Source: an optimization exercise on an open RTL-to-GDS flow (aim: small area, a short achievable clock period and few clock cycles). Production flows keep margins and buffers that such runs may drop.
Where RTL was checked, it was by simulation tests only, not by an equivalence proof against the original.
Function not checked in runs 2 and 3: the RTL went through the layout flow alone.
Power is estimated from default activity; no workload was simulated.

[flow/flow/run.sh]
#!/bin/bash
set -euo pipefail
bash standard.sh SETUP_SLACK_MARGIN=6.5 finish > standard_make.log 2>&1
[flow/standard.sh]
#!/bin/bash
# synth_recipe.tcl (not shown) runs the flow's synth.tcl, then flattens the netlist and writes it again
# the make line also repeats each setting of config.mk as NAME=value (left out here)
make -C /OpenROAD-flow-scripts/flow DESIGN_CONFIG=/design/flow/config.mk WORK_HOME=/design/flow/orfs CLKGATE_MAP_FILE= SYNTH_SCRIPT=/design/flow/synth_recipe.tcl "${@:-finish}"
[flow/config.mk]
export PLATFORM = sky130hd
export DESIGN_NAME = lce
export DESIGN_NICKNAME = lce
export VERILOG_FILES = /design/flow/design.v
export SDC_FILE = /design/flow/constraint.sdc
export NUM_CORES = 4
export LEC_CHECK = 0
export ABC_CLOCK_PERIOD_IN_PS = 5000
export CAP_MARGIN = 20
export CORE_MARGIN = 2
export CORE_UTILIZATION = 50
export SLEW_MARGIN = 20
[flow/constraint.sdc]
create_clock -name core_clock -period 10.0 [get_ports {clk}]
set_input_delay 2.0000 -clock core_clock [delete_from_list [all_inputs] [get_ports {clk}]]
set_output_delay 2.0000 -clock core_clock [all_outputs]
set_load 0.01 [all_outputs]
[flow/design.v]
module lce #(
    parameter MAX_LEN = 64,
    parameter IDXW    = 8             
) (
    input  wire                    clk,
    input  wire                    rst,         
    input  wire                    in_valid,
    input  wire                    in_kind,     
    input  wire [15:0]             in_data,     
    output wire                    in_ready,
    output wire [7:0]              status,
    output wire [15:0]             flags,
    output wire [IDXW-1:0]         nbits,
    output wire [IDXW-1:0]         nsig,
    output wire [IDXW-1:0]         pal_start,
    output wire [IDXW-1:0]         pal_len,
    output wire [IDXW-1:0]         zr_start,
    output wire [IDXW-1:0]         zr_count,
    output wire [MAX_LEN-1:0]      bits_buf,
    output wire [4*MAX_LEN-1:0]    sig_buf
);
    localparam [1:0] ERR_INVSEL = 2'd1, ERR_CAP = 2'd2, ERR_PRECOND = 2'd3;
    localparam [1:0] M_TRK = 2'd0, M_B8ZS = 2'd1, M_HDB3 = 2'd2, M_ENC = 2'd3;
    reg [6:0]   nb_q;           
    reg [7:0]   ns_q;           
    reg [63:0]  b_q;            
    reg [127:0] sig_lo_q;       
    reg [31:0]  sig_hi_q;       
    reg         fault_q;
    reg [1:0]   err_q;
    reg [2:0]   sch_q;
    reg [1:0]   scr_q;
    reg         dbl_q, palv_q, zrv_q;
    reg [5:0]   zrs_q;
    reg [6:0]   zrc_q;
    reg         pend_q;
    reg         pc_q;
    reg [63:0]  p_q;            
    reg [6:0]   best_q;         
    reg [5:0]   pst_q;          
    reg [6:0]   d_q;            
    reg [6:0]   run_q;          
    reg [5:0]   rs_q;           
    reg [6:0]   bl_q;           
    reg [5:0]   bs_q;           
    reg [2:0]   g8l_q;          
    reg [5:0]   g8s_q;
    reg         oc_q;           
    reg         b0_q;           
    reg [1:0]   g4l_q;          
    reg [5:0]   g4s_q;
    reg         tbok_q;         
    reg         tsok_q;         
    reg         traw_q;
    reg         busy_q;
    reg [1:0]   mode_q;
    reg [6:0]   idx_q;
    reg [2:0]   zc_q;           
    reg         ss_q;           
    reg         soc_q;          
    reg [7:0]   pv_q;           
    reg [6:0]   rem_q;          
    reg [2:0]   esch_q;         
    reg         clrp_q;         
    reg         clrt_q;         
    wire [63:0] b = b_q;
    function [63:0] prefix_xor;
        input [63:0] x;
        integer lv, j;
        reg [63:0] t;
        begin
            t = x;
            for (lv = 0; lv < 6; lv = lv + 1)
                for (j = 0; j < 64; j = j + 1)
                    if (((j + 1) % (2 << lv)) == 0)
                        t[j] = t[j] ^ t[j - (1 << lv)];
            for (lv = 4; lv >= 0; lv = lv - 1)
                for (j = 0; j < 64; j = j + 1)
                    if (((j + 1) % (2 << lv)) == (1 << lv) && j >= (2 << lv))
                        t[j] = t[j] ^ t[j - (1 << lv)];
            prefix_xor = t;
        end
    endfunction
    wire [63:0] q_q = prefix_xor(b_q);
    wire [255:0] sig;
    genvar k;
    generate for (k = 0; k < 64; k = k + 1) begin : g_sig
        assign sig[128 + 2*k]     = 1'b1;
        assign sig[128 + 2*k + 1] = sig_hi_q[k/2] ^ k[0];
    end endgenerate
    assign sig[127:0] = sig_lo_q;
    assign in_ready  = ~busy_q;
    assign status    = {4'b0, err_q, fault_q, busy_q};
    assign flags     = {8'b0, zrv_q, palv_q, dbl_q, scr_q, sch_q};
    assign nbits     = {1'b0, nb_q};
    assign nsig      = ns_q;
    assign pal_start = {2'b0, pst_q};
    assign pal_len   = {1'b0, best_q};
    assign zr_start  = {2'b0, zrs_q};
    assign zr_count  = {1'b0, zrc_q};
    assign bits_buf  = b;
    assign sig_buf   = sig;
    wire [3:0] grp = in_data[15:12];
    wire [3:0] sel = in_data[11:8];
    wire       imm_zero = (in_data[7:0] == 8'd0);
    wire is_nop   = imm_zero && grp == 4'd0 && sel == 4'd0;
    wire is_clrb  = imm_zero && grp == 4'd0 && sel == 4'd1;
    wire is_enc   = imm_zero && grp == 4'd2 && sel <= 4'd4;
    wire is_snone = imm_zero && grp == 4'd3 && sel == 4'd0;
    wire is_scr   = imm_zero && grp == 4'd3 && (sel == 4'd1 || sel == 4'd2);
    wire is_apal  = imm_zero && grp == 4'd4 && sel == 4'd0;
    wire is_azrun = imm_zero && grp == 4'd4 && sel == 4'd1;
    wire cmd_valid = is_nop | is_clrb | is_enc | is_snone | is_scr | is_apal | is_azrun;
    wire scr_ok    = (sch_q == 3'd4) && (scr_q == 2'd0);
    wire acc      = in_valid & ~busy_q & ~fault_q;
    wire acc_push = acc & in_kind;
    wire acc_cmd  = acc & ~in_kind;
    wire push     = acc_push & ~nb_q[6];
    wire c        = in_data[0];
    wire f_cap    = acc_push & nb_q[6];
    wire f_inv    = acc_cmd & ~cmd_valid;
    wire f_pre    = acc_cmd & is_scr & ~scr_ok;
    wire do_clrb  = acc_cmd & is_clrb;
    wire enc_go   = acc_cmd & is_enc;
    wire do_apal  = acc_cmd & is_apal;
    wire scr_go   = acc_cmd & is_scr & scr_ok;
    wire az_go    = acc_cmd & is_azrun;
    wire need_trk = az_go & ~tsok_q & (sch_q == 3'd4);
    wire trk      = busy_q & (mode_q == M_TRK);
    wire scan     = busy_q & (mode_q == M_B8ZS | mode_q == M_HDB3);
    wire do_enc   = busy_q & (mode_q == M_ENC);
    wire trk_done = trk & ~clrt_q & (idx_q == ns_q[6:0]);
    wire do_az    = (az_go & ~need_trk) | trk_done;
    wire [63:0] sz;
    generate for (k = 0; k < 64; k = k + 1) begin : g_sz
        assign sz[k] = sig_lo_q[2*k];
    end endgenerate
    wire [4:0] blk5 = idx_q[6:2];
    wire [3:0] blk  = idx_q[5:2];
    wire [7:0] bval = sig_lo_q[8*blk +: 8];     
    wire [3:0] bnz  = {bval[6], bval[4], bval[2], bval[0]};
    wire       m8 = (mode_q == M_B8ZS);
    wire [3:0] msk = {rem_q > 7'd3, rem_q > 7'd2, rem_q > 7'd1, rem_q > 7'd0};
    wire [3:0] z   = ~bnz & msk;                
    wire [3:0] az  = {&z[3:0], &z[2:0], &z[1:0], z[0]};
    wire [3:0] tj;                              
    generate for (k = 0; k < 4; k = k + 1) begin : g_tj
        assign tj[k] = az[k] & (zc_q == (m8 ? 3'd7 - k : 3'd3 - k));
    end endgenerate
    wire       n_trig = |tj;
    wire       n_bw   = m8 | ~soc_q;
    wire       n_vv   = m8 ? ~ss_q : ss_q;
    wire       n_vb   = ss_q;
    wire       n_s    = ss_q ^ n_trig;
    wire [2:0] tz0    = z[3] ? (z[2] ? (z[1] ? 3'd3 : 3'd2) : 3'd1) : 3'd0;
    wire [2:0] n_zc   = az[3] ? (tj[0] ? 3'd3 : tj[1] ? 3'd2 : tj[2] ? 3'd1 : tj[3] ? 3'd0 : zc_q + 3'd4)
                              : tz0;
    wire [3:0] nzf    = ~z;
    wire       n_oc   = tj[0] ? ^nzf[3:1] : tj[1] ? ^nzf[3:2] : tj[2] ? nzf[3] : tj[3] ? 1'b0
                              : soc_q ^ (^nzf);
    wire scan_last = (rem_q == 7'd0);
    wire [7:0] wv = {tj, 4'b0000};              
    wire [7:0] wb = n_bw ? (m8 ? {2'b00, tj, 2'b00} : {3'b000, tj, 1'b0}) : 8'd0;
    wire [15:0] win = {bval, pv_q};
    wire [15:0] nwin;
    generate for (k = 0; k < 8; k = k + 1) begin : g_win
        assign nwin[2*k +: 2] = wv[k] ? {~n_vv, 1'b1} : wb[k] ? {~n_vb, 1'b1} : win[2*k +: 2];
    end endgenerate
    wire [5:0] tpos = nb_q[5:0];
    wire       tstep = pend_q | (trk & ~clrt_q & ~trk_done);
    wire       tz = trk ? ~bnz[idx_q[1:0]] : ~pc_q;
    wire [5:0] spos = trk ? idx_q[5:0] : nb_q[5:0] - 6'd1;    
    wire [7:0] hgt, heq, lge, leq;
    generate for (k = 0; k < 8; k = k + 1) begin : g_pre
        assign hgt[k] = (tpos[5:3] < k);
        assign heq[k] = (tpos[5:3] == k);
        assign lge[k] = (tpos[2:0] <= k);
        assign leq[k] = (tpos[2:0] == k);
    end endgenerate
    wire [63:0] tge, toh;
    generate for (k = 0; k < 64; k = k + 1) begin : g_dec
        assign tge[k] = ~nb_q[6] & (hgt[k/8] | (heq[k/8] & lge[k%8]));
        assign toh[k] = ~nb_q[6] & heq[k/8] & leq[k%8];
    end endgenerate
    wire [64:0] pe = {1'b1, p_q};
    wire [63:0] newp;
    generate for (k = 0; k < 64; k = k + 1) begin : g_pal
        assign newp[k] = pe[k+1] & ~(b[k] ^ pc_q);
    end endgenerate
    wire [5:0] d6   = d_q[5:0];
    wire [5:0] d6m  = d6 - 6'd1;
    wire [65:0] npx  = {1'b0, newp, 1'b0};     
    wire [1:0] cpair = npx[d6 +: 2];
    wire cand1 = cpair[1];
    wire cand2 = cpair[0];
    wire [6:0] run1   = run_q + 7'd1;
    wire       trig4  = tz & (run_q[1:0] == 2'd3);
    wire [5:0] rs_n   = (run_q == 7'd0) ? spos : rs_q;
    function [8:0] ev8;              
        input [5:0] s;
        input [6:0] r;
        if (r[6:3] == 4'd0)        ev8 = {r[2:0], s};
        else if (r[2:0] > 3'd5)    ev8 = {r[2:0], s + {r[5:3], 3'b000}};
        else                       ev8 = {3'd5, s};
    endfunction
    function [7:0] ev4;              
        input [5:0] s;
        input [6:0] r;
        input       b0;
        if (r[6:2] == 5'd0)        ev4 = {r[1:0], s};
        else if (!b0)              ev4 = {2'd3, s};
        else if (r[1:0] == 2'd3)   ev4 = {2'd3, s + {r[5:2], 2'b00}};
        else                       ev4 = {2'd2, s + 6'd1};
    endfunction
    wire [8:0] e8 = ev8(rs_q, run_q);
    wire [7:0] e4 = ev4(rs_q, run_q, b0_q);
    wire       e8w = e8[8:6] > g8l_q;
    wire       e4w = e4[7:6] > g4l_q;
    wire [2:0] esch = esch_q;
    wire       e_b  = (esch == 3'd0);           
    wire       e_db = (esch == 3'd2) | (esch == 3'd3);
    wire       e_mb = (esch == 3'd2);           
    wire       e_am = (esch == 3'd4);
    wire [127:0] enc_lo;
    wire [31:0]  enc_hi;
    generate for (k = 0; k < 64; k = k + 1) begin : g_enc
        wire xd = (k[0] ? 1'b0 : 1'b1) ^ (e_mb ? b[k/2] : q_q[k/2]);
        wire xs = e_b ? b[k] : q_q[k];
        wire x  = e_db ? xd : xs;
        wire nz = ~e_am | b[k];
        assign enc_lo[2*k +: 2] = {~x & nz, nz};
        if (k >= 32) begin : g_hi
            assign enc_hi[k-32] = e_mb ? b[k] : q_q[k];
        end
    end endgenerate
    wire [15:0] wblk;                           
    generate for (k = 0; k < 16; k = k + 1) begin : g_wb
        assign wblk[k] = scan & (blk5 == k + 1);
    end endgenerate
    generate for (k = 0; k < 64; k = k + 1) begin : g_st
        wire wlo = do_enc | wblk[k/4];
        wire [1:0] dlo = do_enc ? enc_lo[2*k +: 2] : nwin[2*(k%4) +: 2];
        always @(posedge clk) begin
            if (tge[k])
                b_q[k] <= c;
            if (wlo)
                sig_lo_q[2*k +: 2] <= dlo;
        end
        if (k >= 32) begin : g_hs
            always @(posedge clk)
                if (do_enc)
                    sig_hi_q[k-32] <= enc_hi[k-32];
        end
    end endgenerate
    always @(posedge clk) begin
        if (rst) begin
            nb_q    <= 7'd0;
            ns_q    <= 8'd0;
            fault_q <= 1'b0;
            err_q   <= 2'd0;
            sch_q   <= 3'd7;
            scr_q   <= 2'd0;
            dbl_q   <= 1'b0;
            palv_q  <= 1'b0;
            zrv_q   <= 1'b0;
            zrs_q   <= 6'd0;
            zrc_q   <= 7'd0;
            pend_q  <= 1'b0;
            pc_q    <= 1'b0;
            p_q     <= {64{1'b1}};
            best_q  <= 7'd0;
            pst_q   <= 6'd0;
            d_q     <= 7'd0;
            run_q   <= 7'd0;
            rs_q    <= 6'd0;
            bl_q    <= 7'd0;
            bs_q    <= 6'd0;
            g8l_q   <= 3'd0;
            g8s_q   <= 6'd0;
            oc_q    <= 1'b0;
            b0_q    <= 1'b0;
            g4l_q   <= 2'd0;
            g4s_q   <= 6'd0;
            tbok_q  <= 1'b1;
            tsok_q  <= 1'b0;
            traw_q  <= 1'b0;
            busy_q  <= 1'b0;
            mode_q  <= M_TRK;
            idx_q   <= 7'd0;
            zc_q    <= 3'd0;
            ss_q    <= 1'b1;
            soc_q   <= 1'b0;
            esch_q  <= 3'd0;
            clrp_q  <= 1'b0;
            clrt_q  <= 1'b0;
        end else begin
            if (f_cap) begin
                fault_q <= 1'b1;
                err_q   <= ERR_CAP;
            end
            if (f_inv) begin
                fault_q <= 1'b1;
                err_q   <= ERR_INVSEL;
            end
            if (f_pre) begin
                fault_q <= 1'b1;
                err_q   <= ERR_PRECOND;
            end
            pend_q <= push;
            if (push) begin
                pc_q   <= c;
                nb_q   <= nb_q + 7'd1;
                palv_q <= 1'b0;
                tsok_q <= 1'b0;
            end
            if (pend_q) begin
                p_q    <= newp;
                if (cand2) begin
                    best_q <= best_q + 7'd2;
                    pst_q  <= d6m;
                    d_q    <= d_q - 7'd1;
                end else if (cand1) begin
                    best_q <= best_q + 7'd1;
                    pst_q  <= d6;
                end else begin
                    d_q    <= d_q + 7'd1;
                end
            end
            if (tstep) begin
                if (tz) begin
                    run_q <= run1;
                    rs_q  <= rs_n;
                    if (run1 > bl_q) begin
                        bl_q <= run1;
                        bs_q <= rs_n;
                    end
                    if (run_q == 7'd0)
                        b0_q <= ~oc_q;
                    if (trig4)
                        oc_q <= 1'b0;
                end else begin
                    run_q <= 7'd0;
                    oc_q  <= ~oc_q;
                    if (e8w) begin
                        g8l_q <= e8[8:6];
                        g8s_q <= e8[5:0];
                    end
                    if (e4w) begin
                        g4l_q <= e4[7:6];
                        g4s_q <= e4[5:0];
                    end
                end
            end
            clrp_q <= do_clrb;
            if (do_clrb) begin
                nb_q   <= 7'd0;
                palv_q <= 1'b0;
                tsok_q <= 1'b0;
            end
            if (clrp_q) begin
                p_q    <= {64{1'b1}};
                best_q <= 7'd0;
                pst_q  <= 6'd0;
                d_q    <= 7'd0;
            end
            if (clrp_q || (trk && clrt_q)) begin
                run_q  <= 7'd0;
                rs_q   <= 6'd0;
                bl_q   <= 7'd0;
                bs_q   <= 6'd0;
                g8l_q  <= 3'd0;
                g8s_q  <= 6'd0;
                oc_q   <= 1'b0;
                b0_q   <= 1'b0;
                g4l_q  <= 2'd0;
                g4s_q  <= 6'd0;
                tbok_q <= clrp_q;
            end
            if (need_trk) begin
                busy_q <= 1'b1;
                mode_q <= M_TRK;
                idx_q  <= 7'd0;
                clrt_q <= 1'b1;
            end
            if (trk && clrt_q)
                clrt_q <= 1'b0;
            if (trk && !clrt_q && !trk_done)
                idx_q <= idx_q + 7'd1;
            if (trk_done) begin
                busy_q <= 1'b0;
                tsok_q <= 1'b1;
                traw_q <= 1'b1;
            end
            if (do_apal)
                palv_q <= 1'b1;
            if (enc_go) begin
                busy_q <= 1'b1;
                mode_q <= M_ENC;
                esch_q <= sel[2:0];
            end
            if (do_enc) begin
                busy_q <= 1'b0;
                ns_q   <= e_db ? {nb_q, 1'b0} : {1'b0, nb_q};
                sch_q  <= esch;
                scr_q  <= 2'd0;
                dbl_q  <= e_db;
                zrv_q  <= 1'b0;
                tsok_q <= tbok_q;
                traw_q <= 1'b0;
            end
            if (scr_go) begin
                busy_q <= 1'b1;
                mode_q <= sel[1] ? M_HDB3 : M_B8ZS;
                idx_q  <= 7'd0;
                zc_q   <= 3'd0;
                ss_q   <= 1'b1;
                soc_q  <= 1'b0;
                rem_q  <= ns_q[6:0];
            end
            if (scan) begin
                zc_q  <= n_zc;
                ss_q  <= n_s;
                soc_q <= n_oc;
                pv_q  <= nwin[15:8];
                rem_q <= (rem_q > 7'd4) ? rem_q - 7'd4 : 7'd0;
                idx_q <= idx_q + 7'd4;
                if (scan_last) begin
                    busy_q <= 1'b0;
                    scr_q  <= (mode_q == M_B8ZS) ? 2'd1 : 2'd2;
                    zrv_q  <= 1'b0;
                    traw_q <= 1'b0;
                end
            end
            if (do_az) begin
                zrv_q <= 1'b1;
                if (sch_q != 3'd4) begin
                    zrs_q <= 6'd0;
                    zrc_q <= 7'd0;
                end else if (traw_q || scr_q == 2'd0) begin
                    zrs_q <= bs_q;
                    zrc_q <= bl_q;
                end else if (scr_q == 2'd1) begin
                    zrs_q <= e8w ? e8[5:0] : g8s_q;
                    zrc_q <= {4'd0, e8w ? e8[8:6] : g8l_q};
                end else begin
                    zrs_q <= e4w ? e4[5:0] : g4s_q;
                    zrc_q <= {5'd0, e4w ? e4[7:6] : g4l_q};
                end
            end
        end
    end
endmodule
==> out/results.ini, run 1 <==
[synth]
syn_inst = 2909
synthFlopType = edfxtp_1
synth-edff-count = 239
syn_avg_cell_area_um2 = 9.184
muxShareOfSynthArea_pct = 7.344
synth_top_family_by_area = compound AO/OA/AOI/OAI gates
synthSimpleGateAreaFrac_pct = 14.72
async_flop_share_pct = 0
ys_seq_elements = 430
synth-compound-area-share_pct = 16.24
synth_area_leaders = edfxtp_1 (27%), dfxtp_1 (14%), xnor2_1 (5.7%)
ys_seq_area_share_pct = 41.18
synthesis.area_um2 = 26720
yosys.area_share.xor_xnor_pct = 10.45
ys_warn_count = 1
synth-adder-area-share_pct = 2.426
synth_area_leader_cell = edfxtp_1
synthDominantCellAreaShare_pct = 26.86
ys_top_cells_by_count = nand2_1 (387), nor2_1 (265), o21ai_0 (258)
yosysMostFrequentCell = nand2_1
synth_cell_types = 83

[worst_setup_path]
end_kind = flip-flop
path_class = reg2reg
worstPathArrival_ns = 4.35
rrSetupSlack_ns = 6.18
worstSetupStartpointType = flip-flop
r2r-start = pc_q$_SDFFE_PP0P_
cp.required_ns = 10.53
r2r_end = d_q[5]$_SDFFE_PP0P_
path_max_fanout = 7
r2r_cells = 16

[sta]
finalCriticalPeriod_ns = 3.822
setup_viol = 0
skew_ns = 0.01617
fin_crit_sh_pct = 38.22
grt_setup_unrepaired = yes
maxSlewHeadroom_pct = 22.06
setup_slack_ns = 6.178
max_freq_mhz = 261.6
tightest_slew_ns = 1.161
drv_slew = 0
hold_ws_ns = 0.4499
final-hold-violation-count = 0
tns_ns = 0

[placement]
gp_congestion = 0.9547
hpwl_mm = 72.51
pre_cts_slack_ns = 5.337
placed_cells = 3736
io_buffers = 329

[cts]
cts_tree = built
cts_hold_buf = 0
htree_levels = 2
clock-root-buffer = clkbuf_16
cts_sinks = 430
cts_buffers = 48
clock_path_buffers = 3
worstSkewPairLatency_ns = 0.62
clk_pin_slew_worst_paths_ns = 0.07

[die]
start_util_pct = 50.74
core_um2 = 52660
io_pins = 413
rows = 84
fp.dieH_um = 235.2
die_w_um = 235.2
dieArea_um2 = 55300

[global_routing]
grt_pass1_wl_mm = 160.2
first_global_vias = 23702
grt_max_degree = 123
gr-total-overflow = 0
grtUsageTotal_pct = 38.58
antenna_found_initial = 3

[power]
ir_drop_v = 0.0003269
clkPwrFrac_pct = 25.9
internal_power_mw = 4.562
p_seq_share_pct = 28.9
pwr-share-comb_pct = 45.1
p_per_area_nw_per_um2 = 192.7
leakagePower_nw = 14.58
p_sw_mw = 2.450
switching_share_pct = 34.94

[detailed_routing]
drt_iter0_markers = 3468
first_pass_iters = 7
vias = 26159
viasPerCell = 6.258
drc = 0
drtAntennaViolNets = 0
wire_per_inst_um = 27.01
wl_mm = 112.9

[worst_hold_path]
hold_end = tbok_q$_SDFFE_PP1P_
holdCritStartpoint = tbok_q$_SDFFE_PP1P_
holdCritPathClass = reg2reg
hold-path-cell-count = 2

[run]
maxCapViolCount = 0

[cells_and_area]
final_cell_count_no_fill = 4180
drive_above_1_share_pct = 25.06
area_delta_synth_final_pct = 36.17
fin_nets = 3521

[run_status]
status = no timing/DRC/antenna violations

-- timing repair --
item,4_1_cts,5_1_grt
gates resized for setup,554,280
cloned,13,2
pin swaps,54,117
buffers inserted,244,94
setup endpoints to repair,558,191
-- layout by cell type, fill, tap and decap left out, types with 35 or more instances in the layout --
cell type and count:
nand2_1 374, buf_4 300, dlygate4sd2_1 297, edfxtp_1 239
nor2_1 236, o21ai_0 219, dfxtp_1 166, a21oi_1 161
xnor2_1 138, conb_1 83, inv_1 82, buf_6 67
mux4_2 58, xor2_1 56, clkbuf_16 51, mux2i_1 47
nand3_1 46, ha_1 44, o21a_1 35
-- power by group through the flow --
stage	Clock [mW]	Sequential, mW	Combinational [mW]
3_5_place_dp	0	2.12	1.85
4_1_cts	1.83	2.03	2.43
6_report	1.82	2.03	3.16
3_3_place_gp	0	2.12	1.84
2_1_floorplan	0	2.06	1.46
5_1_grt	1.91	2.03	3.30
-- cell families after synthesis --
| logic type | count (synthesis) |
|---|---|
| DFF | 430 |
| AOI/OAI and AO/OA | 712 |
| and+or+nand+nor | 895 |
| buffers and inverters | 427 |
| muxes | 122 |
| other | 2 |
| adders and majority gates | 50 |
| xor gates and xnor gates | 271 |
-- critical path, cell delays in order (launching register included) --
cell,delay (ns)
dfxtp_4,0.50
buf_6,0.18
buf_12,0.11
xnor2_1,0.14
nand2_1,0.13
o211ai_1,0.24
a31oi_1,0.17
o41ai_2,0.46
mux4_2,0.43
ha_4,0.22
a21o_1,0.17
a21o_1,0.17
a21o_1,0.18
a21oi_2,0.17
xnor2_1,0.13
a31oi_1,0.09
a311oi_1,0.27
-- area by class of cell --
type	count	area [um2]
antenna	1	2.502
clock buffer	66	1350
clock inverter	24	240.2
fill	4188	16280
inverter	93	367.9
multi-input combinational	2135	15650
sequential	430	11060
tap	688	860.8
timing repair buffer	741	6837
timing repair inverter	2	12.51
-- how the worst max path moves through the flow --
| stage | start | endpoint | slack (ns) | cells after the start |
|---|---|---|---|---|
| 6_report | pc_q$_SDFFE_PP0P_ | d_q[5]$_SDFFE_PP0P_ | 6.18 | 16 |
| 5_1_grt | pc_q$_SDFFE_PP0P_ | d_q[5]$_SDFFE_PP0P_ | 6.05 | 16 |
| 4_1_cts | pc_q$_SDFFE_PP0P_ | d_q[5]$_SDFFE_PP0P_ | 6.27 | 16 |
| 3_5_place_dp | in_kind | idx_q[4]$_SDFFE_PP0P_ | 5.34 | 9 |
| 3_3_place_gp | in_kind | idx_q[4]$_SDFFE_PP0P_ | 5.33 | 9 |
| 2_1_floorplan | in_kind | zrc_q[5]$_SDFFE_PP0P_ | 6.12 | 10 |
-- through the flow --
stage	total power, mW	area, um2	util (%)
finish	7.012	36380	69.09
global route	7.231	36380	69.09
CTS	6.285	34330	65.19
detailed placement	3.971	30100	57.17
global placement	3.960	30090	57.15
floorplan	3.521	27240	-
-- sequential cells by signal, indices dropped and copies added (netlist names), 7 cells and up --
name and count:
b_q 64, best_q 7, bl_q 7, idx_q 7, nb_q 7, ns_q 8, p_q 63, pv_q 8
rem_q 7, run_q 7, sig_hi_q 32, sig_lo_q 128, zrc_q 7
-- layer usage --
metal	wire length [um]	part of all wire, %	GRT usage, %	up-vias
li1	-	-	-	11213
met1	42400	38	52.28	12618
met2	49250	44	57.97	1994
met3	14650	13	9.580	332
met4	6603	5.8	18.49	2
met5	13	0.012	0	-
Testbench counts, summed over its fixed seeds: cycles 18,203.
==> inputs of run 2 (changes only) <==
--- a/flow/design.v
+++ b/flow/design.v
@@ -63,6 +63,7 @@
     reg [2:0]   esch_q;         
     reg         clrp_q;         
     reg         clrt_q;         
+    reg         rz_q;           
     wire [63:0] b = b_q;
     function [63:0] prefix_xor;
         input [63:0] x;
@@ -129,7 +130,8 @@
     wire trk      = busy_q & (mode_q == M_TRK);
     wire scan     = busy_q & (mode_q == M_B8ZS | mode_q == M_HDB3);
     wire do_enc   = busy_q & (mode_q == M_ENC);
-    wire trk_done = trk & ~clrt_q & (idx_q == ns_q[6:0]);
+    wire [6:0] tidx = idx_q - 7'd1;             
+    wire trk_done = trk & ~clrt_q & (tidx == ns_q[6:0]);
     wire do_az    = (az_go & ~need_trk) | trk_done;
     wire [63:0] sz;
     generate for (k = 0; k < 64; k = k + 1) begin : g_sz
@@ -168,8 +170,8 @@
     end endgenerate
     wire [5:0] tpos = nb_q[5:0];
     wire       tstep = pend_q | (trk & ~clrt_q & ~trk_done);
-    wire       tz = trk ? ~bnz[idx_q[1:0]] : ~pc_q;
-    wire [5:0] spos = trk ? idx_q[5:0] : nb_q[5:0] - 6'd1;    
+    wire       tz = trk ? ~rz_q : ~pc_q;
+    wire [5:0] spos = trk ? tidx[5:0] : nb_q[5:0] - 6'd1;     
     wire [7:0] hgt, heq, lge, leq;
     generate for (k = 0; k < 8; k = k + 1) begin : g_pre
         assign hgt[k] = (tpos[5:3] < k);
@@ -193,6 +195,10 @@
     wire [1:0] cpair = npx[d6 +: 2];
     wire cand1 = cpair[1];
     wire cand2 = cpair[0];
+    wire [6:0] d_p1    = d_q + 7'd1;
+    wire [6:0] d_m1    = d_q - 7'd1;
+    wire [6:0] best_p1 = best_q + 7'd1;
+    wire [6:0] best_p2 = best_q + 7'd2;
     wire [6:0] run1   = run_q + 7'd1;
     wire       trig4  = tz & (run_q[1:0] == 2'd3);
     wire [5:0] rs_n   = (run_q == 7'd0) ? spos : rs_q;
@@ -293,6 +299,7 @@
             esch_q  <= 3'd0;
             clrp_q  <= 1'b0;
             clrt_q  <= 1'b0;
+            rz_q    <= 1'b0;
         end else begin
             if (f_cap) begin
                 fault_q <= 1'b1;
@@ -316,14 +323,14 @@
             if (pend_q) begin
                 p_q    <= newp;
                 if (cand2) begin
-                    best_q <= best_q + 7'd2;
+                    best_q <= best_p2;
                     pst_q  <= d6m;
-                    d_q    <= d_q - 7'd1;
+                    d_q    <= d_m1;
                 end else if (cand1) begin
-                    best_q <= best_q + 7'd1;
+                    best_q <= best_p1;
                     pst_q  <= d6;
                 end else begin
-                    d_q    <= d_q + 7'd1;
+                    d_q    <= d_p1;
                 end
             end
             if (tstep) begin
@@ -384,8 +391,10 @@
             end
             if (trk && clrt_q)
                 clrt_q <= 1'b0;
-            if (trk && !clrt_q && !trk_done)
+            if (trk && !trk_done) begin          
+                rz_q  <= bnz[idx_q[1:0]];
                 idx_q <= idx_q + 7'd1;
+            end
             if (trk_done) begin
                 busy_q <= 1'b0;
                 tsok_q <= 1'b1;
==> flow/flow/run.sh (replaced) <==
#!/bin/bash
set -euo pipefail
bash standard.sh SETUP_SLACK_MARGIN=6.0 finish > standard_make.log 2>&1
--- a/flow/config.mk
+++ b/flow/config.mk
@@ -6,7 +6,7 @@
 export NUM_CORES = 4
 export LEC_CHECK = 0
 export ABC_CLOCK_PERIOD_IN_PS = 5000
-export CAP_MARGIN = 20
+export CAP_MARGIN = 30
 export CORE_MARGIN = 2
 export CORE_UTILIZATION = 50
-export SLEW_MARGIN = 20
+export SLEW_MARGIN = 30
==> out/results.ini, run 2 <==
[worst_setup_path]
crit_buf_inv = 1  ; -1
crit_chain = clkdlybuf4s50_1
crit_slowest_cell = edfxtp_1
path_max_fanout = 6  ; -1
end_kind = output pin
cp.required_ns = 8.00  ; -2.53 ns
path_class = reg2out
max_stage_delay_ns = 0.78  ; +0.28 ns
worstPathArrival_ns = 2.05  ; -2.30 ns
crit_family = flip-flops
worstSetupStartpointType = flip-flop

[synth]
synthFlopType = edfxtp_1
synthDominantCellAreaShare_pct = 26.83  ; -0.031 points
synth_area_leader_cell = edfxtp_1
ys_seq_area_share_pct = 41.20  ; about the same
synth_cell_types = 79  ; -4.8%
synth_top_family_by_area = compound AO/OA/AOI/OAI gates
synth_area_leaders = edfxtp_1 (27%), dfxtp_1 (14%), nand2_1 (5.7%)
synth-adder-area-share_pct = 2.517  ; +0.091 points
yosysMostFrequentCell = nand2_1
synthesis.area_um2 = 26750  ; +0.12%
synth-edff-count = 239  ; unchanged
synthSimpleGateAreaFrac_pct = 15.94  ; +1.2 points
syn_inst = 3029  ; +4.1%
yosys.area_share.xor_xnor_pct = 9.552  ; -0.90 points
muxShareOfSynthArea_pct = 6.086  ; -1.3 points
syn_avg_cell_area_um2 = 8.830  ; -3.8%
ys_warn_count = 1  ; unchanged
synth-compound-area-share_pct = 17.07  ; +0.83 points
ys_top_cells_by_count = nand2_1 (403), nor2_1 (295), o21ai_0 (285)
async_flop_share_pct = 0  ; unchanged
ys_seq_elements = 431  ; +0.23%

[cts]
worstSkewPairLatency_ns = 0.62  ; about the same
cts_buffers = 49  ; +2.1%
clock_path_buffers = 3  ; unchanged
clock-root-buffer = clkbuf_16
cts_tree = built
cts_sinks = 431  ; +0.23%
htree_levels = 2  ; unchanged
clk_pin_slew_worst_paths_ns = 0.06  ; about the same

[detailed_routing]
wl_mm = 110.1  ; -2.5%
vias = 25595  ; -2.2%
drt_iter0_markers = 3969  ; +14%
wire_per_inst_um = 26.98  ; -0.13%
first_pass_iters = 8  ; +1
drtAntennaViolNets = 0  ; unchanged
drc = 0  ; unchanged
viasPerCell = 6.270  ; +0.19%

[power]
internal_power_mw = 4.126  ; -9.6%
switching_share_pct = 36.20  ; +1.3 points
pwr-share-comb_pct = 39.4  ; -5.7 points
clkPwrFrac_pct = 28.9  ; +3.0 points
ir_drop_v = 0.0001697  ; -48%
p_seq_share_pct = 31.7  ; +2.8 points
p_sw_mw = 2.341  ; -4.4%
total_power_mw = 6.467  ; -7.8%
p_per_area_nw_per_um2 = 192.0  ; -0.39%
leakagePower_nw = 12.63  ; -13%

[placement]
io_buffers = 329  ; unchanged
gp_congestion = 0.9947  ; +4.2%
placed_cells = 3852  ; +3.1%
place_area_um2 = 30140  ; +0.12%
hpwl_mm = 77.55  ; +6.9%
pre_cts_slack_ns = 4.549  ; -0.7876 ns

[sta]
grt_setup_unrepaired = yes
setup_viol = 0  ; unchanged
hold_ws_ns = 0.4506  ; +0.0006580 ns
setup_slack_ns = 5.947  ; -0.2310 ns
fin_crit_sh_pct = 40.53  ; +2.3 points
finalCriticalPeriod_ns = 4.053  ; +0.2310 ns
max_freq_mhz = 246.7  ; -5.7%
skew_ns = 0.02462  ; +0.008450 ns
drv_slew = 0  ; unchanged
maxSlewHeadroom_pct = 29.73  ; +7.7 points
tightest_slew_ns = 1.047  ; -0.1142 ns
final-hold-violation-count = 0  ; unchanged
tns_ns = 0  ; unchanged

[cells_and_area]
largest_register = sig_lo_q
design_area_um2 = 33680  ; -7.4%
largest_reg_flops = 128  ; unchanged
area_delta_synth_final_pct = 25.93
drive_above_1_share_pct = 12.91  ; -12 points
final_cell_count_no_fill = 4082  ; -2.3%
utilization_pct = 63.84  ; -5.3 points
layout_commonest_cell = nand2_1
fin_nets = 3424  ; -2.8%
final_cell_mix = nand2_1 (400), clkdlybuf4s50_1 (321), nor2_1 (290), o21ai_0 (282), edfxtp_1 (239)
num-fill-cells = 4455  ; +6.4%
top_regs = sig_lo_q: 128 flops, b_q: 64 flops, p_q: 63 flops

[global_routing]
first_global_vias = 23390  ; -1.3%
grt_max_degree = 71  ; -42%
grtUsageTotal_pct = 38.10  ; -0.49 points
gr-total-overflow = 0  ; unchanged
antenna_found_initial = 3  ; unchanged
grt_pass1_wl_mm = 157.1  ; -1.9%

[run_status]
status = no timing/DRC/antenna violations

[die]
fp.dieH_um = 235.3  ; about the same
io_pins = 413  ; unchanged
die_w_um = 235.3  ; about the same
start_util_pct = 50.69  ; about the same
core_um2 = 52760  ; +0.20%
rows = 84  ; unchanged
dieArea_um2 = 55360  ; +0.11%

[worst_hold_path]
holdCritPathClass = reg2reg

[run]
maxCapViolCount = 0  ; unchanged

## run 2: changes by cell type after synthesis, moves of 12 or more
| cell | change |
|---|---|
| nand3_1 | +24 |
| inv_1 | +18 |
| o21ai_0 | +27 |
| clkbuf_1 | +21 |
| nand2b_1 | +14 |
| a21oi_1 | +19 |
| o21a_1 | -12 |
| nand2_1 | +16 |
| nor2_1 | +30 |
## run 2: cells by family (layout without fill, tap and decap cells)
| logic type | Yosys count | after routing |
|---|---|---|
| xor gates and xnor gates | 263 | 263 |
| other | 2 | 85 |
| and+or+nand+nor | 974 | 974 |
| AOI/OAI and AO/OA | 760 | 760 |
| buffers and inverters | 445 | 727 |
| adders and majority gates | 52 | 52 |
| DFF | 431 | 431 |
| muxes | 102 | 102 |
## run 2: final timing paths
| path | from | cells past startpoint | end | slack (ns) |
|---|---|---|---|---|
| worst min-delay path | tbok_q$_SDFFE_PP1P_ | 2 | tbok_q$_SDFFE_PP1P_ | 0.45 |
| worst max register to register | b_q[37]$_DFFE_PP_ | 11 | sig_lo_q[101]$_DFFE_PP_ | 5.97 |
| worst max-delay path | b_q[27]$_DFFE_PP_ | 1 | bits_buf[27] | 5.95 |
| worst min register to register | tbok_q$_SDFFE_PP1P_ | 2 | tbok_q$_SDFFE_PP1P_ | 0.45 |
## run 2: layout make-up
| type | count | area, um2 | area share [%] |
|---|---|---|---|
| multi-input combinational | 2234 | 14580 | 43.28 |
| sequential | 431 | 11040 | 32.77 |
| timing repair buffer | 531 | 5149 | 15.29 |
| clock buffer | 59 | 1295 | 3.845 |
| tap | 688 | 860.8 | 2.556 |
| inverter | 105 | 406.6 | 1.207 |
| clock inverter | 32 | 347.8 | 1.033 |
| antenna | 2 | 5.005 | 0.01486 |
## run 2: power by group through the flow
| stage | Clock, mW | Combinational [mW] | Sequential, mW |
|---|---|---|---|
| after floorplan | 0 | 1.52 | 2.07 |
| after global placement | 0 | 2.02 | 2.13 |
| after detailed placement | 0 | 2.05 | 2.13 |
| after CTS | 1.88 | 2.30 | 2.05 |
| after global routing | 1.94 | 2.68 | 2.05 |
| final | 1.87 | 2.55 | 2.05 |
## run 2: layer usage
layer	share of wire [%]	wire, um	global-route usage, %
met1	39	42800	51.18
met2	43	47580	57.18
met3	12	13080	9.451
met4	6.0	6644	19.55
met5	0.024	26	0
## run 2: what timing repair did
item                                    in CTS  in global routing
cloned                                       2                  3
endpoints found under the setup margin     239                104
buffers inserted                            93                 39
hold buffers                                 0                  0
gates resized for setup                     69                 59
pin swaps                                    7                 17
==> inputs of run 3 (changes only) <==
==> flow/flow/run.sh (replaced) <==
#!/bin/bash
set -euo pipefail
bash standard.sh SETUP_SLACK_MARGIN=5.6 finish > standard_make.log 2>&1
==> out/results.ini, run 3 <==
[worst_setup_path]
worstSetupStartpointType = flip-flop
rrSetupSlack_ns = 5.62  ; -0.35 ns
r2r-start = b_q[29]$_DFFE_PP_
r2r_end = sig_lo_q[101]$_DFFE_PP_
worstPathArrival_ns = 4.66  ; +2.61 ns
end_kind = flip-flop
critPathLaunch = b_q[29]$_DFFE_PP_
worstSetupEndpoint = sig_lo_q[101]$_DFFE_PP_
path_max_fanout = 9  ; +3
r2r_cells = 10  ; -1
path_class = reg2reg
cp.required_ns = 10.28  ; +2.28 ns

[die]
rows = 84  ; unchanged
start_util_pct = 50.69  ; unchanged
fp.dieH_um = 235.3  ; unchanged
core_um2 = 52760  ; unchanged
dieArea_um2 = 55360  ; unchanged
die_w_um = 235.3  ; unchanged
io_pins = 413  ; unchanged

[cells_and_area]
top_regs = sig_lo_q: 128 flops, b_q: 64 flops, p_q: 63 flops
layout_commonest_cell = nand2_1
utilization_pct = 60.98  ; -2.9 points
largest_reg_flops = 128  ; unchanged
largest_register = sig_lo_q
final_cell_mix = nand2_1 (397), clkdlybuf4s50_1 (327), nor2_1 (292), o21ai_0 (283), edfxtp_1 (239)
drive_above_1_share_pct = 8.633  ; -4.3 points
fin_nets = 3313  ; -3.2%
num-fill-cells = 4608  ; +3.4%
area_delta_synth_final_pct = 20.29

[global_routing]
first_global_vias = 22289  ; -4.7%
grt_max_degree = 99  ; +39%
antenna_found_initial = 2  ; -1
gr-total-overflow = 0  ; unchanged
grtUsageTotal_pct = 33.77  ; -4.3 points
grt_pass1_wl_mm = 143.3  ; -8.8%

[synth]
syn_avg_cell_area_um2 = 8.830  ; unchanged
synth-edff-count = 239  ; unchanged
yosysMostFrequentCell = nand2_1
synth_cell_types = 79  ; unchanged
ys_seq_elements = 431  ; unchanged
synth_area_leaders = edfxtp_1 (27%), dfxtp_1 (14%), nand2_1 (5.7%)
ys_top_cells_by_count = nand2_1 (403), nor2_1 (295), o21ai_0 (285)
ys_warn_count = 1  ; unchanged
synthesis.area_um2 = 26750  ; unchanged
async_flop_share_pct = 0  ; unchanged
ys_seq_area_share_pct = 41.20  ; unchanged
synthDominantCellAreaShare_pct = 26.83  ; unchanged
synth_area_leader_cell = edfxtp_1
synthFlopType = edfxtp_1
syn_inst = 3029  ; unchanged

[run]
maxCapViolCount = 0  ; unchanged

[detailed_routing]
first_pass_iters = 5  ; -3
viasPerCell = 6.079  ; -3.1%
wl_mm = 97.55  ; -11%
vias = 24121  ; -5.8%
drc = 0  ; unchanged
drtAntennaViolNets = 0  ; unchanged
drt_iter0_markers = 3176  ; -20%
wire_per_inst_um = 24.58  ; -8.9%

[sta]
hold_ws_ns = 0.4530  ; +0.002412 ns
finalCriticalPeriod_ns = 4.377  ; +0.3233 ns
setup_viol = 0  ; unchanged
final-hold-violation-count = 0  ; unchanged
tns_ns = 0  ; unchanged
max_freq_mhz = 228.5  ; -7.4%
fin_crit_sh_pct = 43.77  ; +3.2 points
maxSlewHeadroom_pct = 37.91  ; +8.2 points
drv_slew = 0  ; unchanged
grt_setup_unrepaired = yes
skew_ns = 0.03376  ; +0.009145 ns
tightest_slew_ns = 0.9282  ; -0.1189 ns

[cts]
clock_path_buffers = 3  ; unchanged
cts_hold_buf = 0  ; unchanged
clock-root-buffer = clkbuf_16
htree_levels = 2  ; unchanged
cts_tree = built
cts_sinks = 431  ; unchanged
cts_buffers = 49  ; unchanged
clk_pin_slew_worst_paths_ns = 0.06  ; about the same
worstSkewPairLatency_ns = 0.61  ; about the same

[worst_hold_path]
holdCritPathClass = reg2reg

[placement]
io_buffers = 329  ; unchanged
gp_congestion = 0.9358  ; -5.9%
hpwl_mm = 70.56  ; -9.0%

[power]
p_per_area_nw_per_um2 = 187.2  ; -2.5%
leakagePower_nw = 11.80  ; -6.6%
ir_drop_v = 0.0002518  ; +48%

[run_status]
status = no timing/DRC/antenna violations

[run 3: cell count changes in the layout (fill, tap and decap cells not counted), sizes merged]
cell           previous run  this run
buf                     199        91
clkdlybuf4s50           321       327
inv                     106       109
dlymetal6s2s              6         0
clkbuf                   62        56
clkinvlp                  6         4
bufinv                    6         7
bufbuf                    2         0
[run 3: through the flow]
step | cell area [um2] | power [mW] | worst slack (ns) | instances
2_1_floorplan | 27070 | 3.596 | 5.659 | 3110
3_3_place_gp | 29990 | 4.023 | 4.995 | 3835
6_report | 32170 | 6.024 | 5.624 | 3968
5_1_grt | 32170 | 6.261 | 5.485 | 3966
3_5_place_dp | 30010 | 4.054 | 4.913 | 3836
4_1_cts | 31780 | 5.972 | 5.474 | 3934
[run 3: logic make-up after synthesis]
family,synth area share [%]
XOR/XNOR,9.552
AO/OA/AOI/OAI,17.07
multiplexers,6.086
flip-flops,41.20
buffers and inverters,7.606
other,0.02808
AND/OR/NAND/NOR,15.94
adder cells (fa/ha/maj),2.517
[run 3: worst min-delay path by stage]
stage | startpoint | end | slack [ns] | cells after the start
6_report | zrs_q[4]$_SDFFE_PP0P_ | zrs_q[4]$_SDFFE_PP0P_ | 0.45 | 2
5_1_grt | g8s_q[5]$_SDFFE_PP0P_ | g8s_q[5]$_SDFFE_PP0P_ | 0.49 | 2
4_1_cts | zrs_q[4]$_SDFFE_PP0P_ | zrs_q[4]$_SDFFE_PP0P_ | 0.46 | 2
3_5_place_dp | zrs_q[4]$_SDFFE_PP0P_ | zrs_q[4]$_SDFFE_PP0P_ | 0.45 | 2
3_3_place_gp | g8s_q[3]$_SDFFE_PP0P_ | g8s_q[3]$_SDFFE_PP0P_ | 0.44 | 2
2_1_floorplan | tbok_q$_SDFFE_PP1P_ | tbok_q$_SDFFE_PP1P_ | 0.42 | 2
[run 3: worst max-delay path, cell delays in order (launching register included)]
cell and delay [ns]:
edfxtp_1 0.72, xnor2_1 0.19, xnor2_2 0.34, xnor3_1 0.58
xnor3_1 0.45, xor2_2 0.31, xnor3_1 0.58, xnor2_1 0.20
nor2_1 0.06, a311oi_1 0.41, o31ai_1 0.20
[run 3: layer usage]
layer	up-vias	track usage (%)	part of all wire (%)
met5	-	0	0.012
met4	2	10.91	3.1
met3	195	5.605	9.0
met2	1347	52.63	46
met1	11651	48.04	42
li1	10926	-	-
[run 3: cell type report]
class                      instances  area, um2  share of cell area (%)
antenna                            2      5.005                 0.01556
clock buffer                      54       1245                   3.869
clock inverter                    34      376.6                   1.171
inverter                         105      397.9                   1.237
multi-input combinational       2234      14200                   44.13
sequential                       431      11030                   34.29
tap                              688      860.8                   2.675
timing repair buffer             420       4059                   12.62
[run 3: timing repair]
action	in CTS	in global routing
cloned	0	2
gates resized for setup	15	19
pin swaps	1	3
endpoints found under the hold margin	0	0
endpoints found under the setup margin	58	53
setup buffers	10	30
[run 3: where the power goes]
| part | internal, mW | switching (mW) | total, mW |
|---|---|---|---|
| logic | 0.852 | 1.24 | 2.09 |
| registers | 2.01 | 0.0793 | 2.09 |
| clock network | 1.08 | 0.761 | 1.84 |
| total | 3.94 | 2.08 | 6.02 |
==> inputs of run 4 (changes only) <==
--- a/flow/design.v
+++ b/flow/design.v
@@ -20,7 +20,7 @@
     output wire [4*MAX_LEN-1:0]    sig_buf
 );
     localparam [1:0] ERR_INVSEL = 2'd1, ERR_CAP = 2'd2, ERR_PRECOND = 2'd3;
-    localparam [1:0] M_TRK = 2'd0, M_B8ZS = 2'd1, M_HDB3 = 2'd2, M_ENC = 2'd3;
+    localparam [1:0] M_TRK = 2'd0, M_B8ZS = 2'd1, M_HDB3 = 2'd2;
     reg [6:0]   nb_q;           
     reg [7:0]   ns_q;           
     reg [63:0]  b_q;            
@@ -60,7 +60,6 @@
     reg         soc_q;          
     reg [7:0]   pv_q;           
     reg [6:0]   rem_q;          
-    reg [2:0]   esch_q;         
     reg         clrp_q;         
     reg         clrt_q;         
     reg         rz_q;           
@@ -122,14 +121,13 @@
     wire f_inv    = acc_cmd & ~cmd_valid;
     wire f_pre    = acc_cmd & is_scr & ~scr_ok;
     wire do_clrb  = acc_cmd & is_clrb;
-    wire enc_go   = acc_cmd & is_enc;
+    wire do_enc   = acc_cmd & is_enc;
     wire do_apal  = acc_cmd & is_apal;
     wire scr_go   = acc_cmd & is_scr & scr_ok;
     wire az_go    = acc_cmd & is_azrun;
     wire need_trk = az_go & ~tsok_q & (sch_q == 3'd4);
     wire trk      = busy_q & (mode_q == M_TRK);
-    wire scan     = busy_q & (mode_q == M_B8ZS | mode_q == M_HDB3);
-    wire do_enc   = busy_q & (mode_q == M_ENC);
+    wire scan     = busy_q & (mode_q != M_TRK);
     wire [6:0] tidx = idx_q - 7'd1;             
     wire trk_done = trk & ~clrt_q & (tidx == ns_q[6:0]);
     wire do_az    = (az_go & ~need_trk) | trk_done;
@@ -222,7 +220,7 @@
     wire [7:0] e4 = ev4(rs_q, run_q, b0_q);
     wire       e8w = e8[8:6] > g8l_q;
     wire       e4w = e4[7:6] > g4l_q;
-    wire [2:0] esch = esch_q;
+    wire [2:0] esch = sel[2:0];
     wire       e_b  = (esch == 3'd0);           
     wire       e_db = (esch == 3'd2) | (esch == 3'd3);
     wire       e_mb = (esch == 3'd2);           
@@ -296,7 +294,6 @@
             zc_q    <= 3'd0;
             ss_q    <= 1'b1;
             soc_q   <= 1'b0;
-            esch_q  <= 3'd0;
             clrp_q  <= 1'b0;
             clrt_q  <= 1'b0;
             rz_q    <= 1'b0;
@@ -402,13 +399,7 @@
             end
             if (do_apal)
                 palv_q <= 1'b1;
-            if (enc_go) begin
-                busy_q <= 1'b1;
-                mode_q <= M_ENC;
-                esch_q <= sel[2:0];
-            end
             if (do_enc) begin
-                busy_q <= 1'b0;
                 ns_q   <= e_db ? {nb_q, 1'b0} : {1'b0, nb_q};
                 sch_q  <= esch;
                 scr_q  <= 2'd0;
==> flow/flow/run.sh (replaced) <==
#!/bin/bash
set -euo pipefail
bash standard.sh SETUP_SLACK_MARGIN=6.0 finish > standard_make.log 2>&1
==> out/results.ini, run 4 <==
[run_status]
status = no timing/DRC/antenna violations

[worst_setup_path]
r2r_end = d_q[5]$_SDFFE_PP0P_
path_max_fanout = 6  ; -3
crit_buf_inv = 3  ; +3
end_kind = flip-flop
crit_slowest_cell = mux4_2
rrSetupSlack_ns = 5.95  ; +0.33 ns
critical_path.most_common_cell = a21o_1
cp.required_ns = 10.50  ; +0.22 ns
max_stage_delay_ns = 0.52  ; -0.20 ns
worstPathArrival_ns = 4.54  ; -0.12 ns
critPathLaunch = pc_q$_SDFFE_PP0P_
r2r_cells = 17  ; +7
crit_family = compound AO/OA/AOI/OAI gates
r2r-start = pc_q$_SDFFE_PP0P_
worstSetupStartpointType = flip-flop
crit_chain = buf_16 > buf_4 > xnor2_1 > nand2_1 > mux4_2 > o31a_1 > a311oi_2 > nor2_4 > inv_4 > ha_4 > a21o_1 > a21o_1 > a21o_1 > a21oi_2 > xor2_1 > nor2_1 > o221a_2
path_class = reg2reg

[die]
rows = 84  ; unchanged
start_util_pct = 50.66  ; about the same
core_um2 = 52660  ; -0.20%
fp.dieH_um = 235.0  ; -0.13%
io_pins = 413  ; unchanged
die_w_um = 235.0  ; -0.13%
dieArea_um2 = 55210  ; -0.26%

[worst_hold_path]
hold-path-cell-count = 2  ; unchanged
holdCritPathClass = reg2reg
holdCritStartpoint = zrc_q[6]$_SDFFE_PP0P_
hold_end = zrc_q[6]$_SDFFE_PP0P_

[sta]
fin_crit_sh_pct = 40.48  ; -3.3 points
setup_viol = 0  ; unchanged
final-hold-violation-count = 0  ; unchanged
skew_ns = 0.02830  ; -0.005461 ns
drv_slew = 0  ; unchanged
max_freq_mhz = 247.0  ; +8.1%
tightest_slew_ns = 0.8247  ; -0.1034 ns
maxSlewHeadroom_pct = 44.65  ; +6.7 points
finalCriticalPeriod_ns = 4.048  ; -0.3286 ns
tns_ns = 0  ; unchanged
grt_setup_unrepaired = yes

[placement]
io_buffers = 329  ; unchanged
gp_congestion = 0.9489  ; +1.4%
hpwl_mm = 69.37  ; -1.7%

[detailed_routing]
first_pass_iters = 7  ; +2
drc = 0  ; unchanged
viasPerCell = 6.159  ; +1.3%
vias = 24961  ; +3.5%
wl_mm = 102.4  ; +5.0%
drt_iter0_markers = 2903  ; -8.6%
drtAntennaViolNets = 0  ; unchanged
wire_per_inst_um = 25.28  ; +2.8%

[cts]
clock-root-buffer = clkbuf_16
worstSkewPairLatency_ns = 0.61  ; about the same
clk_pin_slew_worst_paths_ns = 0.06  ; about the same
cts_buffers = 49  ; unchanged
cts_hold_buf = 0  ; unchanged
htree_levels = 2  ; unchanged
cts_tree = built
clock_path_buffers = 3  ; unchanged
cts_sinks = 428  ; -0.70%

[cells_and_area]
largest_register = sig_lo_q
layout_commonest_cell = nand2_1
fin_nets = 3391  ; +2.4%
multi_input_area_um2 = 14600  ; +2.8%
top_regs = sig_lo_q: 128 flops, b_q: 64 flops, p_q: 63 flops
area.sequential_um2 = 10990  ; -0.42%
largest_reg_flops = 128  ; unchanged
antenna_cells = 0  ; -2
num-fill-cells = 4369  ; -5.2%
final_cell_mix = nand2_1 (403), clkdlybuf4s50_1 (315), nor2_1 (283), o21ai_0 (251), edfxtp_1 (239)
area_delta_synth_final_pct = 28.08
drive_above_1_share_pct = 15.69  ; +7.1 points

[synth]
synth_cell_types = 85  ; +7.6%
synth_area_leaders = edfxtp_1 (27%), dfxtp_1 (14%), xnor2_1 (6.0%)
synthDominantCellAreaShare_pct = 26.91  ; +0.073 points
yosysMostFrequentCell = nand2_1
synthesis.area_um2 = 26670  ; -0.27%
synth-edff-count = 239  ; unchanged
async_flop_share_pct = 0  ; unchanged
ys_warn_count = 1  ; unchanged
syn_inst = 2956  ; -2.4%
synth_area_leader_cell = edfxtp_1
ys_top_cells_by_count = nand2_1 (413), nor2_1 (290), o21ai_0 (262)
synthFlopType = edfxtp_1
ys_seq_elements = 428  ; -0.70%
syn_avg_cell_area_um2 = 9.024  ; +2.2%
ys_seq_area_share_pct = 41.09  ; -0.11 points

[run]
maxCapViolCount = 0  ; unchanged

[power]
ir_drop_v = 0.0001926  ; -23%
total_power_mw = 6.969  ; +16%
leakagePower_nw = 12.94  ; +9.7%
p_per_area_nw_per_um2 = 204.0  ; +8.9%

[global_routing]
antenna_found_initial = 0  ; -2
grt_max_degree = 67  ; -32%
gr-total-overflow = 0  ; unchanged
grtUsageTotal_pct = 35.22  ; +1.5 points
grt_pass1_wl_mm = 147.8  ; +3.1%
first_global_vias = 22526  ; +1.1%

## run 4: worst register-to-register path, cell delays in order, from the launching register on
cell and delay [ns]:
dfxtp_4 0.49, buf_16 0.18, buf_4 0.14, xnor2_1 0.11, nand2_1 0.11, mux4_2 0.52
o31a_1 0.29, a311oi_2 0.52, nor2_4 0.10, inv_4 0.10, ha_4 0.20, a21o_1 0.16
a21o_1 0.18, a21o_1 0.17, a21oi_2 0.20, xor2_1 0.16, nor2_1 0.05, o221a_2 0.27
## run 4: cells by family (layout without fill, tap and decap cells)
logic type                 count (synthesis)  after routing  share of synthesized area, %
AOI/OAI and AO/OA                        699            699                         15.84
xor gates and xnor gates                 271            271                         10.18
adders and majority gates                 48             48                         2.327
buffers and inverters                    439            767                         7.580
DFF                                      428            428                         41.09
muxes                                    113            113                         7.496
other                                      2             83                       0.02815
and+or+nand+nor                          956            956                         15.46
## run 4: through the flow
step / hold slack [ns] / util, % / cells / instance area [um2] / setup slack (ns)
after global routing: 0.4772 / 64.88 / 4053 / 34160 / 5.851
after detailed placement: 0.4422 / 56.84 / 3767 / 29930 / 3.196
after global placement: 0.4403 / 56.79 / 3765 / 29900 / 3.328
after CTS: 0.4526 / 63.06 / 3972 / 33200 / 5.902
final: 0.4550 / 64.88 / 4053 / 34160 / 5.952
after floorplan: 0.4229 / - / 3037 / 27060 / 6.009
## run 4: layout make-up
cell class                      count  share of cell area [%]
Sequential cell                   428                   32.16
Tap cell                          688                   2.520
Timing Repair Buffer              570                   16.48
Timing Repair inverter              2                 0.06226
Inverter                          103                   1.296
Clock buffer                       61                   3.721
Clock inverter                     31                   1.033
Multi-Input combinational cell   2170                   42.73
## run 4: report_power, final
group          internal [mW]  total, mW  leakage [nW]  switching [mW]
Clock                   1.09       1.84         0.795           0.754
Combinational           1.30       3.10          8.37            1.80
Sequential              1.98       2.03          3.77          0.0540
Total                   4.36       6.97          12.9            2.61
## run 4: worst max path at each step
stage,to,cells past startpoint
floorplan,d_q[5]$_SDFFE_PP0P_,17
global placement,sig_lo_q[91]$_DFFE_PP_,13
detailed placement,sig_lo_q[91]$_DFFE_PP_,13
CTS,sig_lo_q[91]$_DFFE_PP_,10
global route,d_q[5]$_SDFFE_PP0P_,18
finish,d_q[5]$_SDFFE_PP0P_,17
## run 4: repair_timing
action	4_1_cts	5_1_grt
gates cloned	10	8
pin swaps	28	28
resized for setup	121	59
setup endpoints to repair	424	180
setup buffers	103	73
hold endpoints to repair	0	0
## run 4: metal layers
layer	global-route usage [%]	vias to the layer above	share of wire, %
met5	0	-	0
met4	12.97	0	4.0
met3	7.178	246	12
met2	53.36	1653	44
met1	49.89	12079	40
li1	-	10983	-
Testbench counts of run 4, summed over its fixed seeds: cycles 17,915.
==> inputs of run 5 (changes only) <==
==> flow/flow/run.sh (replaced) <==
#!/bin/bash
set -euo pipefail
bash standard.sh SETUP_SLACK_MARGIN=6.25 finish > standard_make.log 2>&1
==> out/results.ini, run 5 <==
[synth]
synth_cell_types = 85  ; unchanged
yosys.area_share.xor_xnor_pct = 10.18  ; unchanged
syn_inst = 2956  ; unchanged
synthFlopType = edfxtp_1
ys_top_cells_by_count = nand2_1 (413), nor2_1 (290), o21ai_0 (262)
async_flop_share_pct = 0  ; unchanged
synth_area_leaders = edfxtp_1 (27%), dfxtp_1 (14%), xnor2_1 (6.0%)
synth-compound-area-share_pct = 15.84  ; unchanged
synthDominantCellAreaShare_pct = 26.91  ; unchanged
synth_area_leader_cell = edfxtp_1
synthesis.area_um2 = 26670  ; unchanged
ys_seq_elements = 428  ; unchanged
synth-adder-area-share_pct = 2.327  ; unchanged
yosysMostFrequentCell = nand2_1
synthSimpleGateAreaFrac_pct = 15.46  ; unchanged
ys_warn_count = 1  ; unchanged
muxShareOfSynthArea_pct = 7.496  ; unchanged
ys_seq_area_share_pct = 41.09  ; unchanged
synth-edff-count = 239  ; unchanged
syn_avg_cell_area_um2 = 9.024  ; unchanged
synth_top_family_by_area = compound AO/OA/AOI/OAI gates

[worst_hold_path]
holdCritStartpoint = tbok_q$_SDFFE_PP1P_
hold_end = tbok_q$_SDFFE_PP1P_
hold-path-cell-count = 2  ; unchanged
holdCritPathClass = reg2reg

[cells_and_area]
final_cell_mix = nand2_1 (402), clkdlybuf4s50_1 (286), nor2_1 (276), o21ai_0 (240), edfxtp_1 (239)
largest_reg_flops = 128  ; unchanged
area_delta_synth_final_pct = 31.81
antenna_cells = 0  ; unchanged
final_cell_count_no_fill = 4108  ; +1.4%
layout_commonest_cell = nand2_1
drive_above_1_share_pct = 18.77  ; +3.1 points
top_regs = sig_lo_q: 128 flops, b_q: 64 flops, p_q: 63 flops
largest_register = sig_lo_q
num-fill-cells = 4135  ; -5.4%
fin_nets = 3448  ; +1.7%

[sta]
setup_slack_ns = 6.015  ; +0.06276 ns
hold_ws_ns = 0.4541  ; -0.0008810 ns
max_freq_mhz = 250.9  ; +1.6%
grt_setup_unrepaired = yes
tightest_slew_ns = 0.8751  ; +0.05041 ns
skew_ns = 0.03933  ; +0.01103 ns
finalCriticalPeriod_ns = 3.985  ; -0.06276 ns
final-hold-violation-count = 0  ; unchanged
setup_viol = 0  ; unchanged
tns_ns = 0  ; unchanged
drv_slew = 0  ; unchanged
fin_crit_sh_pct = 39.85  ; -0.63 points
maxSlewHeadroom_pct = 41.44  ; -3.2 points

[detailed_routing]
drt_iter0_markers = 3014  ; +3.8%
viasPerCell = 6.152  ; -0.11%
drc = 0  ; unchanged
vias = 25273  ; +1.2%
wl_mm = 104.2  ; +1.7%
first_pass_iters = 6  ; -1
wire_per_inst_um = 25.37  ; +0.37%
drtAntennaViolNets = 0  ; unchanged

[cts]
clock_path_buffers = 3  ; unchanged
cts_sinks = 428  ; unchanged
clock-root-buffer = clkbuf_16
cts_hold_buf = 0  ; unchanged
worstSkewPairLatency_ns = 0.61  ; about the same
cts_buffers = 47  ; -4.1%
clk_pin_slew_worst_paths_ns = 0.06  ; about the same
htree_levels = 2  ; unchanged
cts_tree = built

[placement]
hpwl_mm = 69.54  ; +0.24%
placed_cells = 3761  ; -0.16%
io_buffers = 329  ; unchanged
gp_congestion = 0.9394  ; -1.0%
pre_cts_slack_ns = 3.976  ; +0.7795 ns

[global_routing]
first_global_vias = 23228  ; +3.1%
gr-total-overflow = 0  ; unchanged
grt_pass1_wl_mm = 150.5  ; +1.8%
grt_max_degree = 67  ; unchanged
antenna_found_initial = 2  ; +2
grtUsageTotal_pct = 35.78  ; +0.56 points

[worst_setup_path]
worstSetupStartpointType = flip-flop
max_stage_delay_ns = 0.52  ; about the same
r2r_end = d_q[5]$_SDFFE_PP0P_
critical_path.most_common_cell = a21o_1
rrSetupSlack_ns = 6.01  ; +0.06 ns
path_max_fanout = 6  ; unchanged
worstPathArrival_ns = 4.48  ; -0.06 ns
crit_slowest_cell = mux4_2
r2r_cells = 18  ; +1
end_kind = flip-flop
cp.required_ns = 10.50  ; about the same
r2r-start = pc_q$_SDFFE_PP0P_
crit_chain = buf_12 > buf_16 > xnor2_2 > nand2_1 > mux4_2 > mux4_2 > or2_4 > a21boi_4 > nor2_4 > inv_4 > ha_4 > a21o_1 > a21o_1 > a21o_1 > a21oi_2 > xor2_1 > nor2_1 > o221a_2
path_class = reg2reg

[power]
p_per_area_nw_per_um2 = 207.7  ; +1.8%
leakagePower_nw = 13.49  ; +4.3%
ir_drop_v = 0.0002356  ; +22%
total_power_mw = 7.302  ; +4.8%

[run_status]
status = no timing/DRC/antenna violations

[die]
core_um2 = 52660  ; unchanged
die_w_um = 235.0  ; unchanged
dieArea_um2 = 55210  ; unchanged
io_pins = 413  ; unchanged
start_util_pct = 50.66  ; unchanged
rows = 84  ; unchanged
fp.dieH_um = 235.0  ; unchanged

[run]
maxCapViolCount = 0  ; unchanged

-- run 5: cell counts after synthesis --
No cell type changed its count.
-- run 5: worst max-delay path by stage --
stage	start	slack [ns]	end
6_report	pc_q$_SDFFE_PP0P_	6.01	d_q[5]$_SDFFE_PP0P_
5_1_grt	pc_q$_SDFFE_PP0P_	5.87	d_q[5]$_SDFFE_PP0P_
4_1_cts	pc_q$_SDFFE_PP0P_	6.01	d_q[5]$_SDFFE_PP0P_
3_5_place_dp	in_data[9]	3.98	sig_lo_q[121]$_DFFE_PP_
3_3_place_gp	in_data[9]	4.08	sig_lo_q[121]$_DFFE_PP_
2_1_floorplan	b_q[32]$_DFFE_PP_	6.22	d_q[5]$_SDFFE_PP0P_
-- run 5: cell type report --
cell class / instances / area (um2) / share of cell area (%)
clock buffers: 64 / 1334 / 3.793
inverters: 103 / 414.1 / 1.178
repair inverters: 3 / 15.01 / 0.04270
repair buffers: 627 / 6250 / 17.78
well taps: 688 / 860.8 / 2.448
multi-input cells: 2171 / 14990 / 42.65
clock inverters: 24 / 311.5 / 0.8861
flip-flops and latches: 428 / 10980 / 31.23
-- run 5: kinds of logic (layout without fill, tap and decap cells) --
| group | count (synthesis) | after routing |
|---|---|---|
| DFF | 428 | 428 |
| xor gates and xnor gates | 271 | 271 |
| and+or+nand+nor | 956 | 956 |
| muxes | 113 | 113 |
| buffers and inverters | 439 | 821 |
| AOI/OAI and AO/OA | 699 | 700 |
| other | 2 | 83 |
| adders and majority gates | 48 | 48 |
-- run 5: report_power, final --
group / switching, mW / internal [mW] / total [mW]
Sequential: 0.0428 / 1.98 / 2.02
Clock: 0.757 / 1.12 / 1.88
Combinational: 1.91 / 1.50 / 3.41
Total: 2.71 / 4.59 / 7.30
-- run 5: through the flow --
stage	utilization, %	area (um2)
global placement	56.98	30010
floorplan	-	27330
CTS	65.24	34350
global route	66.77	35160
detailed placement	57.05	30040
finish	66.77	35160
-- run 5: worst max-delay path: cells and delay by family, from the launching register on --
family,cells,cell delay (ns)
compound gates,6,1.12
simple gates,4,0.48
xor+xnor,2,0.27
flops,1,0.47
buf+inv,3,0.37
fa+ha+maj,1,0.19
mux,2,0.97
-- run 5: timing repair --
item	4_1_cts	5_1_grt
setup endpoints to repair	495	252
pin swaps	37	29
gates resized for setup	196	97
buffers inserted	192	45
cloned	17	5
-- run 5: layer usage --
metal	vias to the layer above	global-route usage (%)	part of all wire, %
met3	281	8.024	11
met2	1731	54.98	45
met4	0	13.58	4.2
met1	12156	49.43	39
met5	-	0	0
li1	11105	-	-

re-timing with driven ports:
The results above use ideal ports. As a check the final layouts listed here were re-extracted and re-timed, cells and wires unchanged.
Step 1 sets driving cells, clkbuf_16 on the clock port and buf_2 on the other inputs (assumed; they add their load-dependent delay and slew).
Step 2 times the ports against the registers' clock, not the clock port: input delays grow and output delays shrink by t, the midpoint of the rising clock arrivals with the driver on.
a / b / c = no drivers / after step 1 / after step 2; a / b = the first two.
run	shift t [ns]	slack for setup (ns)	worst setup path after step 2	cell pins on the clock port's net
run 1	0.674	6.178 / 6.178 / 5.800	input to register	1
run 2	0.671	5.947 / 5.888 / 5.472	input to register	1
run 3	0.660	5.623 / 5.623 / 5.188	input to register	1
run 4	0.659	5.952 / 5.952 / 5.387	input to register	1
run 5	0.657	6.015 / 6.015 / 5.628	input to register	1
After both steps setup and hold are still met in every run listed. For run 4, which loses most, drivers alone change the setup slack by 0.000 ns; drivers and shift together by -0.565 ns.
